This design comes from an exercise in tuning for small area, a short achievable clock period and few clock cycles on the open sky130 flow, not from production work. The RTL was checked by simulation tests, not by an equivalence proof against the original design. Power is estimated from default activity; no workload was simulated.

==> flow/design.v (outline; a module is shown in full before it is edited, if it fits) <==
// module ambi_inc: 15 lines
// module ambi_incs: 19 lines
// module ambi_rsh26: 17 lines
// module ambi_add_a: 26 lines
// module ambi_add_b: 37 lines
// module ambi_b2f: 13 lines
// module ambi_sub_b: 34 lines
// module ambi_mul_a: 43 lines
// module ambi_mul_b: 34 lines
// module ambi_shape_index: 18 lines
// module ambi_shape_scale: 14 lines
// module ambi_mul24: 919 lines
// module ambi_mul8: 312 lines
// module ambi_core: 422 lines
module ambi_core (
    input  wire        clk,
    input  wire        rst,            
    input  wire        cmd_valid,
    output wire        cmd_ready,
    input  wire [3:0]  cmd_op,
    input  wire [7:0]  cmd_addr,
    input  wire [31:0] cmd_data,
    output wire        out_valid,
    input  wire        out_ready,
    output wire [7:0]  out_data,
    output wire        out_last,
    output reg         rsp_valid,
    output reg  [31:0] rsp_data
);
  // ...
==> flow/flow/run.sh <==
#!/bin/bash
# The standard layout with three changes:
#  - synthesis maps with flow/abc_area.script, an area-first ABC script
#    (rewriting, then map -a with buffering and sizing, three times over), in place of
#    ORFS's abc_area.script, and lowers adders with Yosys's own carry
#    lookahead instead of ORFS's Kogge-Stone map (SYNTH_OPERATIONS_ARGS set);
#    everything else in synthesis, registers included, is the standard one
#  - a stronger buffer (buf_4) on every port than buffer_ports picks by itself
#  - timing repair aimed at a slack of 54.6 ns on the design's 70 ns clock
set -euo pipefail
export BUFFER_PORTS_ARGS="-buffer_cell sky130_fd_sc_hd__buf_4"
export SETUP_SLACK_MARGIN=54.6
rm -rf scripts_abc
cp -r "$FLOW_HOME/scripts" scripts_abc
cp flow/abc_area.script scripts_abc/abc_area.script
sed "s#\"\${@:-finish}\"#SCRIPTS_DIR=$PWD/scripts_abc \"\${@:-finish}\"#" standard.sh > standard_abc.sh
SYNTH_OPERATIONS_ARGS="-noshare" bash standard_abc.sh synth > synth_flow.log 2>&1
bash standard.sh finish > standard_flow.log 2>&1
==> flow/flow/abc_area.script <==
strash
balance
rewrite
refactor
balance
rewrite
rewrite -z
balance
refactor -z
rewrite -z
balance
strash
dch
map -a
topo
stime -c
buffer -c
upsize -c
dnsize -c
strash
dch
map -a
topo
stime -c
buffer -c
upsize -c
dnsize -c
strash
dch
map -a
topo
stime -c
buffer -c
upsize -c
dnsize -c
==> flow/standard.sh <==
#!/bin/bash
# synth_recipe.tcl (not shown) runs the flow's synth.tcl, then flattens the netlist and writes it again
# the make line also repeats each setting of config.mk as NAME=value (left out here)
make -C /OpenROAD-flow-scripts/flow DESIGN_CONFIG=/design/flow/config.mk WORK_HOME=/design/flow/orfs CLKGATE_MAP_FILE= SYNTH_SCRIPT=/design/flow/synth_recipe.tcl "${@:-finish}"
==> flow/config.mk <==
export PLATFORM = sky130hd
export DESIGN_NAME = ambi_core
export DESIGN_NICKNAME = ambi_core
export VERILOG_FILES = /design/flow/design.v
export SDC_FILE = /design/flow/constraint.sdc
export NUM_CORES = 8
export LEC_CHECK = 0
export ABC_AREA = 1
export CAP_MARGIN = 40
export CORE_MARGIN = 2
export CORE_UTILIZATION = 40
export CTS_CLUSTER_DIAMETER = 80
export CTS_CLUSTER_SIZE = 25
export SLEW_MARGIN = 40
==> flow/constraint.sdc <==
create_clock -name core_clock -period 70.0 [get_ports {clk}]
set_input_delay 14.0000 -clock core_clock [delete_from_list [all_inputs] [get_ports {clk}]]
set_output_delay 14.0000 -clock core_clock [all_outputs]
set_load 0.01 [all_outputs]
==> run summary, run 1 <==
status=timing/DRC/antenna clean; Layout Utilization=0.447; Synth area leader=dfxtp_1; GRT overflow=0; P per Cell Area=24.7 nW/um^2; Post-Synth Adder-Cell Area=0.108; switching portion of total power=0.256; FILL cells=31500; largest class=registers; Synth Warn #=12; multi-input logic portion of the cell area=0.364; die area=336000 um^2; final instance area=148000 um^2; Site Rows=211; via count=106000; Clock Latency Late Sink=about 1000 ps; Critical Path AT=between 1500 and 2000 ps; pre-CTS worst setup slack=54240 ps; final hold slack=between 200 and 300 ps; CP Class=flip-flop to output pin; Fin Setup TNS=0 ps; total power=3640 uW; M2 GR Usage=0.470; Tap Count=4366; r2r setup slk=~56000 ps; pin count of the biggest net entering global routing=120; share of the synthesized area in the top cell type=0.533; first-pass GRT wire length=~800 mm; mux contribution to synthesized area=0.00227; Layout Nets=14300; Worst Hold Path EP=lr[106][6]; H-Tree Depth=4; Area contributors post-synth=dfxtp_1 (53%), a22oi_1 (6.0%), fa_1 (5.7%); Synth Area in Compound Gates=0.151; number of enable flip-flop cells after synthesis=99; Data buffer area share=0.0300; ys async rst share=0; met2 WL=233 mm; CTS resizes=25; Slew HR=0.294; CTS Buffer Depth=4
Testbench counts, summed over its fixed seeds: cycles 4,329.
==> module ambi_core, before the edit <==
module ambi_core (
    input  wire        clk,
    input  wire        rst,            
    input  wire        cmd_valid,
    output wire        cmd_ready,
    input  wire [3:0]  cmd_op,
    input  wire [7:0]  cmd_addr,
    input  wire [31:0] cmd_data,
    output wire        out_valid,
    input  wire        out_ready,
    output wire [7:0]  out_data,
    output wire        out_last,
    output reg         rsp_valid,
    output reg  [31:0] rsp_data
);
    localparam NCH = 24;
    localparam [31:0] ALPHA_INIT  = 32'h3F000000;    
    localparam [31:0] BRIGHT_INIT = 32'h3F800000;    
    localparam [31:0] F32_ONE     = 32'h3F800000;
    integer k;
    reg rst_q;
    always @(posedge clk) rst_q <= rst;
    reg  [7:0] lr [0:255];
    reg  [7:0] ph;
    reg        sweep;                   
    wire [7:0] ins_slot  = ph + 8'd1;
    wire [7:0] ins_entry = {ins_slot[0], ins_slot[7:1]};
    reg        rdy_r;
    reg        rdy_pn;              
    reg        h_v;
    reg [3:0]  h_op;
    reg [7:0]  h_addr;
    reg [31:0] h_data;
    assign cmd_ready = ~rdy_pn;
    wire h_show   = h_op == 4'd0;
    wire h_smooth = h_op == 4'd1;
    wire h_bright = h_op == 4'd2;
    wire h_lut    = h_op == 4'd3;
    wire h_pix    = h_op == 4'd4;
    wire h_new    = h_op == 4'd5;
    wire h_frame  = h_op == 4'd6;
    wire h_clear  = h_op == 4'd7;
    wire h_read   = h_op == 4'd8;
    wire data_ok  = h_data[30:23] != 8'hFF;
    wire h_ch     = h_addr[7:5] == 3'd0 && h_addr[4:0] < NCH;    
    wire h_proc   = h_show | (h_bright & data_ok) | h_pix | h_frame;    
    wire h_xop    = h_proc | h_clear;                                   
    reg        proc_busy;       
    reg [4:0]  rph;             
    reg [1:0]  pm;              
    reg [4:0]  pc;              
    reg        clear_m;         
    reg        px_put;          
    reg        smooth_m;        
    reg        xfer_pend;       
    reg        ov_r, ol_r;      
    reg [7:0]  od_r;
    reg        px_busy;         
    reg        px_abs;          
    reg        px_sg;           
    reg        px_zero;         
    reg [4:0]  px_cnt;          
    wire       fpass = proc_busy & smooth_m;                
    wire [4:0] e0 = (rph >= 5'd7)  ? rph - 5'd7  : rph + 5'd17;
    wire [4:0] e1 = (rph >= 5'd15) ? rph - 5'd15 : rph + 5'd9;
    wire [4:0] e2 = (rph >= 5'd23) ? rph - 5'd23 : rph + 5'd1;
    wire       fp_ok = pc >= 5'd7;
    wire na0      = (!fpass | ((pm == 2'd0) & fp_ok)) & (h_addr[4:0] == e0);
    wire na1      = (!fpass | ((pm == 2'd1) & fp_ok)) & (h_addr[4:0] == e1);
    wire na2      = (!fpass | ((pm == 2'd2) & fp_ok)) & (h_addr[4:0] == e2);
    wire new_at   = !h_ch | na0 | na1 | na2;
    wire at_tap   = (rph == 5'd7) | (rph == 5'd15) | (rph == 5'd23);
    wire [1:0] tap_n = (rph == 5'd7) ? 2'd1 : (rph == 5'd15) ? 2'd2 : 2'd0;
    wire o_free   = !xfer_pend & (!ov_r | ol_r);            
    wire x_idle   = !xfer_pend & !ov_r;
    reg h_can;
    always @(*) begin
        if (sweep)          h_can = 1'b0;
        else if (h_new)     h_can = new_at;
        else if (h_lut)     h_can = !proc_busy & (ins_entry == h_addr);
        else if (h_smooth)  h_can = !proc_busy & !an_busy;
        else if (h_read)    h_can = !proc_busy & x_idle & (!h_ch | (rph == h_addr[4:0]));
        else if (h_pix)     h_can = !proc_busy & o_free & at_tap & !an_busy & (px_put | !h_ch);
        else if (h_xop)     h_can = !proc_busy & o_free & at_tap & !an_busy;
        else                h_can = 1'b1;
    end
    wire h_exec = h_v & h_can;
    wire       px_step = h_v & h_pix & px_busy & (!px_abs | !h_data[31]);
    wire [31:0] px_neg;
    ambi_inc #(.W(32)) u_pxneg (.a(~h_data), .c(1'b1), .y(px_neg));
    wire [31:0] px_next = !px_abs ? (h_data[31] ? px_neg : h_data) : {h_data[30:0], 1'b0};
    wire px_inj = h_v & h_pix & !px_busy & !px_put & h_ch & !proc_busy & (rph == h_addr[4:0]);
    always @(posedge clk) begin
        if (h_free)
            px_put <= 1'b0;
        else if (px_inj)
            px_put <= 1'b1;
    end
    always @(posedge clk) begin
        if (h_free) begin
            px_busy <= 1'b1;
            px_abs  <= 1'b0;
        end else if (h_v & h_pix & px_busy) begin
            if (!px_abs) begin
                px_abs  <= 1'b1;
                px_sg   <= h_data[31];
                px_zero <= h_data == 32'd0;
                px_cnt  <= 5'd0;
                if (h_data == 32'd0)
                    px_busy <= 1'b0;
            end else if (h_data[31])
                px_busy <= 1'b0;
            else
                px_cnt <= px_cnt + 5'd1;
        end
    end
    wire        px_inc = h_data[7] & ((|h_data[6:0]) | h_data[8]);
    wire [30:0] px_mag;
    ambi_inc #(.W(31)) u_pxmag (.a({8'd158 - {3'd0, px_cnt}, h_data[30:8]}), .c(px_inc), .y(px_mag));
    wire [31:0] pix_f  = px_zero ? 32'd0 : {px_sg, px_mag};
    wire h_free = !h_v | h_exec;
    wire x_new = cmd_op == 4'd5;
    wire x_nop = cmd_op[3] & (cmd_op[2:0] != 3'd0);
    wire       fpass_n = (fpass & (pc != NCH + 5)) | (h_exec & h_frame);
    wire [1:0] pm_n    = (h_exec & h_xop) ? tap_n : pm;
    wire       fp_ok_n = !(h_exec & h_xop) & (pc >= 5'd6);
    wire       al0_n   = !fpass_n | ((pm_n == 2'd0) & fp_ok_n);
    wire       al1_n   = !fpass_n | ((pm_n == 2'd1) & fp_ok_n);
    wire       al2_n   = !fpass_n | ((pm_n == 2'd2) & fp_ok_n);
    wire [4:0] f0 = (rph >= 5'd6)  ? rph - 5'd6  : rph + 5'd18;
    wire [4:0] f1 = (rph >= 5'd14) ? rph - 5'd14 : rph + 5'd10;
    wire [4:0] f2 = (rph >= 5'd22) ? rph - 5'd22 : rph + 5'd2;
    wire x_at  = (cmd_addr[7:5] != 3'd0) | (cmd_addr[4:3] == 2'b11) |
                 (al0_n & (cmd_addr[4:0] == f0)) | (al1_n & (cmd_addr[4:0] == f1)) |
                 (al2_n & (cmd_addr[4:0] == f2));
    wire x_can = x_nop | (x_new & x_at);
    wire h_soon = h_v & h_new & ((al0_n & (h_addr[4:0] == f0)) | (al1_n & (h_addr[4:0] == f1)) |
                                 (al2_n & (h_addr[4:0] == f2)));
    always @(posedge clk) begin
        if (rdy_r) begin
            h_op   <= cmd_op;
            h_addr <= cmd_addr;
            h_data <= cmd_data;
        end else if (px_step)
            h_data <= px_next;
        if (rst | rst_q | sweep) begin
            h_v      <= 1'b0;
            rdy_r    <= !rst & !rst_q & (ph == 8'd255);
            rdy_pn   <= rst | rst_q | (ph != 8'd255);
        end else begin
            if (rdy_r)
                h_v <= cmd_valid;
            else if (h_exec)
                h_v <= 1'b0;
            rdy_r    <= rdy_r ? (!cmd_valid | x_can) : (h_free | h_soon);
            rdy_pn   <= rdy_r ? (cmd_valid & !x_can) : !(h_free | h_soon);
        end
    end
    reg [31:0] alpha;
    reg [31:0] bright;
    reg        an_z;            
    reg [9:0]  an_e;            
    reg [23:0] an_m;            
    wire       an_busy = !an_m[23] & !an_z;    
    reg [31:0] data_clamped;
    always @(*) begin
        if (h_data[31] && h_data[30:0] != 31'd0)
            data_clamped = 32'd0;
        else if (!h_data[31] && h_data[30:0] > F32_ONE[30:0])
            data_clamped = F32_ONE;
        else
            data_clamped = h_data;
    end
    wire dc_n = data_clamped[30:23] != 8'd0;
    always @(posedge clk) begin
        if (rst_q) begin
            alpha  <= ALPHA_INIT;
            bright <= BRIGHT_INIT;
            an_z   <= 1'b0;
            an_e   <= 10'd126;
            an_m   <= 24'h800000;
        end else if (h_exec & data_ok & h_smooth) begin
            alpha <= data_clamped;
            an_z  <= data_clamped[30:0] == 31'd0;
            an_e  <= dc_n ? {2'b00, data_clamped[30:23]} : 10'd1;
            an_m  <= {dc_n, data_clamped[22:0]};
        end else if (an_busy) begin
            an_e  <= an_e - 10'd1;
            an_m  <= {an_m[22:0], 1'b0};
        end
        if (!rst_q & h_exec & data_ok & h_bright)
            bright <= data_clamped;
    end
    reg [31:0] tr [0:NCH-1];      
    reg [7:0]  orr [0:NCH-1];     
    reg [7:0]  sr [0:NCH-1];      
    wire [31:0] t_rd = (pm == 2'd1) ? tr[8] : (pm == 2'd2) ? tr[16] : tr[0];
    wire [7:0]  s_rd = (pm == 2'd1) ? sr[8] : (pm == 2'd2) ? sr[16] : sr[0];
    reg  [4:0]  xptr;
    wire [4:0]  o_ridx = x_idle ? h_addr[4:0] : xptr;
    wire [4:0]  o_pos  = (rph >= o_ridx) ? rph - o_ridx : rph + 5'd24 - o_ridx;
    wire        o_in   = o_ridx < NCH;
    reg  [7:0]  o_rd;
    always @(*) begin
        o_rd = 8'd0;
        for (k = 0; k < NCH; k = k + 1)
            o_rd = o_rd | ({8{o_in & (o_pos == k)}} & orr[k]);
    end
    always @(posedge clk) begin
        if (rst_q) begin
            proc_busy <= 1'b0;
            rph       <= 5'd0;
            pm        <= 2'd0;
        end else begin
            rph <= (rph == NCH - 1) ? 5'd0 : rph + 5'd1;
            if (h_exec & h_xop) begin
                proc_busy <= 1'b1;
                smooth_m  <= h_frame;
                clear_m   <= h_clear;
                pm        <= tap_n;
                pc        <= 5'd0;
            end else if (proc_busy) begin
                pc <= pc + 5'd1;
                if (pc == NCH + 5)
                    proc_busy <= 1'b0;
            end
        end
    end
    wire [31:0] sf;
    ambi_b2f u_b2f (.s(s_rd), .y(sf));
    wire        a_sx, a_sz;
    wire [7:0]  a_ex;
    wire [27:0] a_s;
    ambi_add_a u_suba (.a(sf), .b({~t_rd[31], t_rd[30:0]}), .sx(a_sx), .sz(a_sz), .ex(a_ex), .s(a_s));
    reg         rb_sx;
    reg [7:0]   rb_ex;
    reg [27:0]  rb_s;
    always @(posedge clk) begin
        rb_sx <= a_sx;
        rb_ex <= a_ex;
        rb_s  <= a_s;
    end
    wire        b_dz, b_ds;
    wire [9:0]  b_de;
    wire [22:0] b_df;
    ambi_sub_b u_subb (.sx(rb_sx), .ex(rb_ex), .s(rb_s), .dz(b_dz), .ds(b_ds), .de(b_de), .df(b_df));
    reg         rc_dz, rc_ds;
    reg [9:0]   rc_de;
    reg [22:0]  rc_df;
    always @(posedge clk) begin
        rc_dz <= b_dz;
        rc_ds <= b_ds;
        rc_de <= b_de;
        rc_df <= b_df;
    end
    wire        c_pz, c_ps, c_pst;
    wire [9:0]  c_pe;
    wire [24:0] c_pm;
    ambi_mul_a u_mula (.az(an_z), .as(alpha[31]), .ae(an_e), .af(an_m[22:0]),
                       .dz(rc_dz), .ds(rc_ds), .de(rc_de), .df(rc_df),
                       .pz(c_pz), .ps(c_ps), .pe(c_pe), .pm(c_pm), .pst(c_pst));
    reg         rd_pz, rd_ps, rd_pst;
    reg [9:0]   rd_pe;
    reg [24:0]  rd_pm;
    always @(posedge clk) begin
        rd_pz  <= c_pz;
        rd_ps  <= c_ps;
        rd_pst <= c_pst;
        rd_pe  <= c_pe;
        rd_pm  <= c_pm;
    end
    wire [31:0] d_p;
    ambi_mul_b u_mulb (.pz(rd_pz), .ps(rd_ps), .pe(rd_pe), .pm(rd_pm), .pst(rd_pst), .y(d_p));
    reg [31:0]  re_p;
    always @(posedge clk)
        re_p <= smooth_m ? d_p : 32'h80000000;
    wire        e_sx, e_sz;
    wire [7:0]  e_ex;
    wire [27:0] e_s;
    wire [31:0] e_t = (pm == 2'd1) ? tr[12] : (pm == 2'd2) ? tr[20] : tr[4];
    ambi_add_a u_adda (.a(e_t), .b(re_p), .sx(e_sx), .sz(e_sz), .ex(e_ex), .s(e_s));
    reg         rf_sx, rf_sz;
    reg [7:0]   rf_ex;
    reg [27:0]  rf_s;
    always @(posedge clk) begin
        rf_sx <= e_sx;
        rf_sz <= e_sz;
        rf_ex <= e_ex;
        rf_s  <= e_s;
    end
    wire [31:0] t_new;
    ambi_add_b u_addb (.sx(rf_sx), .sz(rf_sz), .ex(rf_ex), .s(rf_s), .y(t_new));
    wire [7:0] sh_idx;
    ambi_shape_index u_idx (.t(t_new), .idx(sh_idx));
    reg [7:0] rg_pos;               
    always @(posedge clk)
        rg_pos <= ins_slot - {sh_idx[6:0], sh_idx[7]};
    reg [7:0] l_rd;
    always @(*) begin
        l_rd = 8'd0;
        for (k = 0; k < 256; k = k + 1)
            l_rd = l_rd | ({8{rg_pos == k}} & lr[k]);
    end
    wire [7:0] shaped;
    ambi_shape_scale u_scale (.gv(l_rd), .bright(bright), .o(shaped));
    wire        t_zero  = sweep | (proc_busy & clear_m);
    wire        t_ins   = proc_busy & smooth_m & (pc >= 5'd5) & (pc <= NCH + 4);
    always @(posedge clk) begin
        tr[0] <= tr[NCH-1];
        tr[1] <= t_zero ? 32'd0 : (px_inj ? pix_f : tr[0]);
        for (k = 2; k < NCH; k = k + 1)
            tr[k] <= tr[k-1];
        if (t_ins & (pm == 2'd0))
            tr[6] <= t_new;
        if (t_ins & (pm == 2'd1))
            tr[14] <= t_new;
        if (t_ins & (pm == 2'd2))
            tr[22] <= t_new;
    end
    wire [4:0]  o_widx  = pc - 5'd6;
    wire        o_wen   = proc_busy & (pc >= 5'd6);
    wire [7:0]  o_wd    = clear_m ? 8'd0 : shaped;
    always @(posedge clk) begin
        orr[0] <= orr[NCH-1];
        for (k = 1; k < NCH; k = k + 1)
            orr[k] <= orr[k-1];
        if (sweep)
            orr[7] <= 8'd0;
        else if (o_wen & (pm == 2'd0))
            orr[7] <= o_wd;
        if (o_wen & (pm == 2'd1))
            orr[15] <= o_wd;
        if (o_wen & (pm == 2'd2))
            orr[23] <= o_wd;
    end
    wire        s_wen   = h_exec & h_new & h_ch;
    always @(posedge clk) begin
        sr[0] <= sr[NCH-1];
        for (k = 1; k < NCH; k = k + 1)
            sr[k] <= sr[k-1];
        if (sweep)
            sr[8] <= 8'd0;
        else if (s_wen & na0)
            sr[8] <= h_data[7:0];
        if (s_wen & na1)
            sr[16] <= h_data[7:0];
        if (s_wen & na2)
            sr[0] <= h_data[7:0];
    end
    wire       l_wen   = h_exec & h_lut;
    wire [7:0] ins_val = sweep ? ins_entry : h_data[7:0];
    always @(posedge clk) begin
        if (rst_q) begin
            ph    <= 8'd0;
            sweep <= 1'b1;
        end else begin
            ph <= ph + 8'd1;
            if (ph == 8'd255)
                sweep <= 1'b0;
        end
        lr[0] <= (sweep | l_wen) ? ins_val : lr[255];
        for (k = 1; k < 256; k = k + 1)
            lr[k] <= lr[k-1];
    end
    reg [2:0]  gcnt;            
    reg        ov_pn, ol_pn;        
    assign out_valid = ~ov_pn;
    assign out_data  = od_r;
    assign out_last  = ~ol_pn;
    wire o_byp  = o_wen & (o_widx == xptr);
    wire o0_ok  = !proc_busy | (pc > 5'd5);
    wire start = xfer_pend & !ov_r & (gcnt == 3'd0) & o0_ok;
    wire adv   = ov_r & out_ready;
    always @(posedge clk) begin
        if (rst | rst_q)
            ov_r <= 1'b0;
        else if (start)
            ov_r <= 1'b1;
        else if (adv & ol_r)
            ov_r <= 1'b0;
        ov_pn <= rst | rst_q | !(start | (ov_r & !(adv & ol_r)));
        if (start | (adv & !ol_r)) begin
            od_r <= o_byp ? o_wd : o_rd;
            ol_r <= xptr == NCH - 1;
        end
        ol_pn <= (start | (adv & !ol_r)) ? (xptr != NCH - 1) : !ol_r;
        if (rst_q) begin
            xfer_pend <= 1'b0;
            xptr      <= 5'd0;
            gcnt      <= 3'd0;
        end else begin
            if (h_exec & h_xop)
                xfer_pend <= 1'b1;
            else if (start)
                xfer_pend <= 1'b0;
            if (adv & ol_r)
                xptr <= 5'd0;
            else if (start | adv)
                xptr <= xptr + 5'd1;
            if (adv & ol_r)
                gcnt <= 3'd7;
            else if (gcnt != 3'd0)
                gcnt <= gcnt - 3'd1;
        end
    end
    always @(posedge clk) begin
        if (rst | rst_q)
            rsp_valid <= 1'b0;
        else
            rsp_valid <= h_exec & h_read;
        if (h_ch)
            rsp_data <= tr[0];
        else if (h_addr[7:5] == 3'd1)
            rsp_data <= {24'd0, o_rd};
        else if (h_addr == 8'd64)
            rsp_data <= alpha;
        else if (h_addr == 8'd65)
            rsp_data <= bright;
        else
            rsp_data <= 32'd0;
    end
endmodule
==> inputs of run 2 (changes only) <==
--- a/flow/design.v
+++ b/flow/design.v
@@ -1555,7 +1555,8 @@
     reg        smooth_m;        
     reg        xfer_pend;       
     reg        ov_r, ol_r;      
-    reg [7:0]  od_r;
+    reg [7:0]  od_r;            
+    reg [7:0]  od_n;            
     reg        px_busy;         
     reg        px_abs;          
     reg        px_sg;           
@@ -1881,9 +1882,10 @@
             ov_r <= 1'b0;
         ov_pn <= rst | rst_q | !(start | (ov_r & !(adv & ol_r)));
         if (start | (adv & !ol_r)) begin
-            od_r <= o_byp ? o_wd : o_rd;
+            od_n <= ~(o_byp ? o_wd : o_rd);
             ol_r <= xptr == NCH - 1;
         end
+        od_r  <= (start | (adv & !ol_r)) ? (o_byp ? o_wd : o_rd) : ~od_n;
         ol_pn <= (start | (adv & !ol_r)) ? (xptr != NCH - 1) : !ol_r;
         if (rst_q) begin
             xfer_pend <= 1'b0;
==> run 2 against run 1 <==
  * Clock power hardly changed
  * Largest power group unchanged
  * Critical path type unchanged
  * Synthesized area hardly changed
  * Maximum frequency is 1.1% higher
  * Clock skew is 68 ps lower
  * Non-clock buffer count is 14 lower
  * Register-to-register slack worse by 800 ps
  * Via count is 2.7% higher
  * Flip-flop and latch count is 8 higher
  * Sequential power hardly changed
  * Final area is 0.40% higher
==> run summary, run 2 <==
Num CTS Buffers=187; clk_skew=61.7 ps; Area contributors post-synth=dfxtp_1 (53%), a22oi_1 (6.2%), fa_1 (5.7%); CTS Buffer Depth=4 (unchanged); RSZ-0062 raised after global routing=true; clock sink count=3631; CP Class=flip-flop to output pin; DR WL/cell=38.2 um; FILL cells=31500 (+0.092%); biggest regs=lr (2048), tr (768); number of enable flip-flop cells after synthesis=99 (unchanged); first-pass GRT wire length=895 mm (+11%); Critical Path AT=1410 ps (-160 ps); CTS tree=done; final wirelength=683 mm; setup bufs post-CTS=0; R2R depth=56; status=timing/DRC/antenna clean; Initial Utilization=0.402; most frequent cells in the layout=dfxtp_1 (3486), nand2_1 (1205), inv_1 (1105), a22oi_1 (1094), nor2_1 (1060); Crit. End Element=output pin; die area=336000 um^2 (about the same); pin count of the biggest net entering global routing=123 (+2.5%); Max Slew Vio Count=0; Layout area overhead=11.8%; Synth Flop Type=dfxtp_1; Syn Area/Cell=10.2 um^2; top cells by count, synth=dfxtp_1 (3532), nand2_1 (1207), nor2_1 (1198), inv_1 (1132), a22oi_1 (1095); routability cong.=between 1 and 1.5; crit start category=flip-flop; register area share after synthesis=0.556; Final min period=roughly 15000 ps; Top reg by flops=lr; Clock Pin Slew Worst Setup and Hold Paths=90 ps; top-count cell post-synth=dfxtp_1; Worst Path Required=56000 ps; Die H=580 um; P per Cell Area=25.2 nW/um^2 (+1.9%); DP HPWL=slightly above 500 mm; Fin Setup TNS=0 ps (unchanged); H-Tree Depth=4 (unchanged); share of cells above drive strength 1=0.0877; vias in the first global route=between 90000 and 100k; Site Rows=211 (unchanged); HP Class=flip-flop to flip-flop; # setup viols final=0; Layout Nets=14200 (-0.21%); global-route usage over all layers=0.394; Worst-Margin Slew=1080 ps; commonest non-fill, non-tap cell in the layout=dfxtp_1; Synth Warn #=12 (unchanged); mapped cell area=133000 um^2; post-synth cell types=81; core area=about 330000 um^2; Slew HR=0.276 (-0.0177); CTS root buffer=clkbuf_16; first drt pass iteration count=9; DIE WIDTH=580 um; critical path fanouts, max=1; fin crit share=0.220; Gate Count Post-Synth=13000; Layout Utilization=0.449 (+0.00177); ys async rst share=0 (unchanged); final hold violations=0; Starting DRT DRC Count=17600; Synth area leader=dfxtp_1; Clock Latency Late Sink=950 ps (-60 ps); maxcap violations=0; initial antenna violation count=about 160; Peak VDD IR=around 29 uV; syn nets=13900; Worst Hold Depth=0; Via density=just over 6; GRT overflow=0 (unchanged); DR DRC count=0; # IOs=92; Synth Register Bits=approximately 3600; port bufs=91; number of flip-flops in the largest register=2048; fmax=around 65 MHz; LEAKAGE=0.0602 uW; antenna viol nets, final=0; via count=109000 (+2.7%); share of the synthesized area in the top cell type=0.533 (+0.000836)
==> run 2: changes by cell type in the layout (fill, tap and decap cells not counted), sizes merged, moves of 16 or more <==
cell / previous run / this run
diode: 80 / 176
nand2: 1307 / 1213
a21oi: 411 / 493
nor2: 1141 / 1211
inv: 1222 / 1175
nand4: 260 / 299
o21ai: 735 / 696
a221oi: 97 / 59
a22oi: 1060 / 1095
clkinv: 44 / 63
nand3: 190 / 174
==> run 2: final cells by class <==
| cell class | count | area (um^2) | share of cell area |
|---|---|---|---|
| flip-flops and latches | 3631 | 73700 | 0.498 |
| diodes | 176 | 440 | 0.00297 |
| repair buffers | 550 | 4550 | 0.0307 |
| multi-input cells | 7729 | 53700 | 0.362 |
| clock buffers | 205 | 4840 | 0.0327 |
| well taps | 4366 | 5460 | 0.0369 |
| inverters | 1190 | 4500 | 0.0304 |
| clock inverters | 65 | 962 | 0.00649 |
==> run 2: power by group <==
part	total (uW)	switching (uW)	leakage, uW	internal (uW)
Combinational	358	237	0.0279	120
Sequential	2100	14.3	0.0294	2090
Clock	1270	732	0.00283	540
Total	3730	983	0.0602	2750
==> run 2: critical path, stage by stage, from the launching register on <==
cell,delay (ps)
dfxtp_2,350
inv_2,40
buf_6,110
==> run 2: through the flow <==
step	hold slack (ps)	total power, uW	cell area (um^2)	setup slack, ps	cells
finish	311	3730	148000	54590	17900
global route	308	3840	148000	54520	17800
CTS	304	3720	147000	54530	17700
detailed placement	312	2490	142000	53840	17500
global placement	310	2490	141000	53780	17400
floorplan	310	2370	133000	54730	13000
==> run 2: final timing paths <==
path,from,end,slack (ps)
setup / recovery,rdy_pn,cmd_ready,54590
hold / removal,tr[3][2],tr[4][2],310
setup reg to reg,rg_pos[2],od_n[6],55050
hold reg to reg,tr[3][2],tr[4][2],310
==> run 2: layer usage <==
metal | global-route usage | share of wire
met1 | 0.534 | 0.42
met2 | 0.527 | 0.39
met3 | 0.158 | 0.13
met4 | 0.207 | 0.062
met5 | 0.0320 | 0.0021
==> run 2: kinds of logic after synthesis <==
group	Yosys count	synth area share
AND/OR/NAND/NOR	3184	0.103
AO/OA/AOI/OAI	3094	0.151
other	1	0.0000283
buffers and inverters	1624	0.0468
adder cells (fa/ha/maj)	912	0.107
multiplexers	35	0.00264
XOR/XNOR	503	0.0332
flip-flops	3631	0.556
==> run 2: what timing repair did <==
action,in CTS,in global routing
setup endpoints to repair,39,32
gates resized for setup,75,16
hold buffers,0,0
pin swaps,0,2
Testbench counts of run 2, summed over its fixed seeds: cycles 4,329.

==> port drivers added, routing unchanged <==
In the flow no input, the clock included, has a driving cell. The finished layouts below were timed again as built, in two steps. Step 1 assumes that a clkbuf_16 drives the clock port and a buf_2 every other input. Step 2, shift: input delay + t, output delay - t, t = (earliest + latest rising clock arrival at the registers) / 2. This alone moves slack from input paths to output paths. Slacks: ideal ports / drivers / drivers and shift; pairs: ideal ports / drivers.
run	t (ns)	slack for setup (ns)	worst setup path after step 2	worst register clock-pin slew, ns	pins driven straight from the clock port
run 1	1.047	54.425 / 54.319 / 54.292	input to register	0.11 / 0.11	1
run 2	1.041	54.591 / 54.472 / 54.013	input to register	0.11 / 0.11	1
After both steps every run listed still meets setup and hold. For run 2, which loses most, drivers alone change the setup slack by -0.119 ns; drivers and shift together by -0.578 ns.
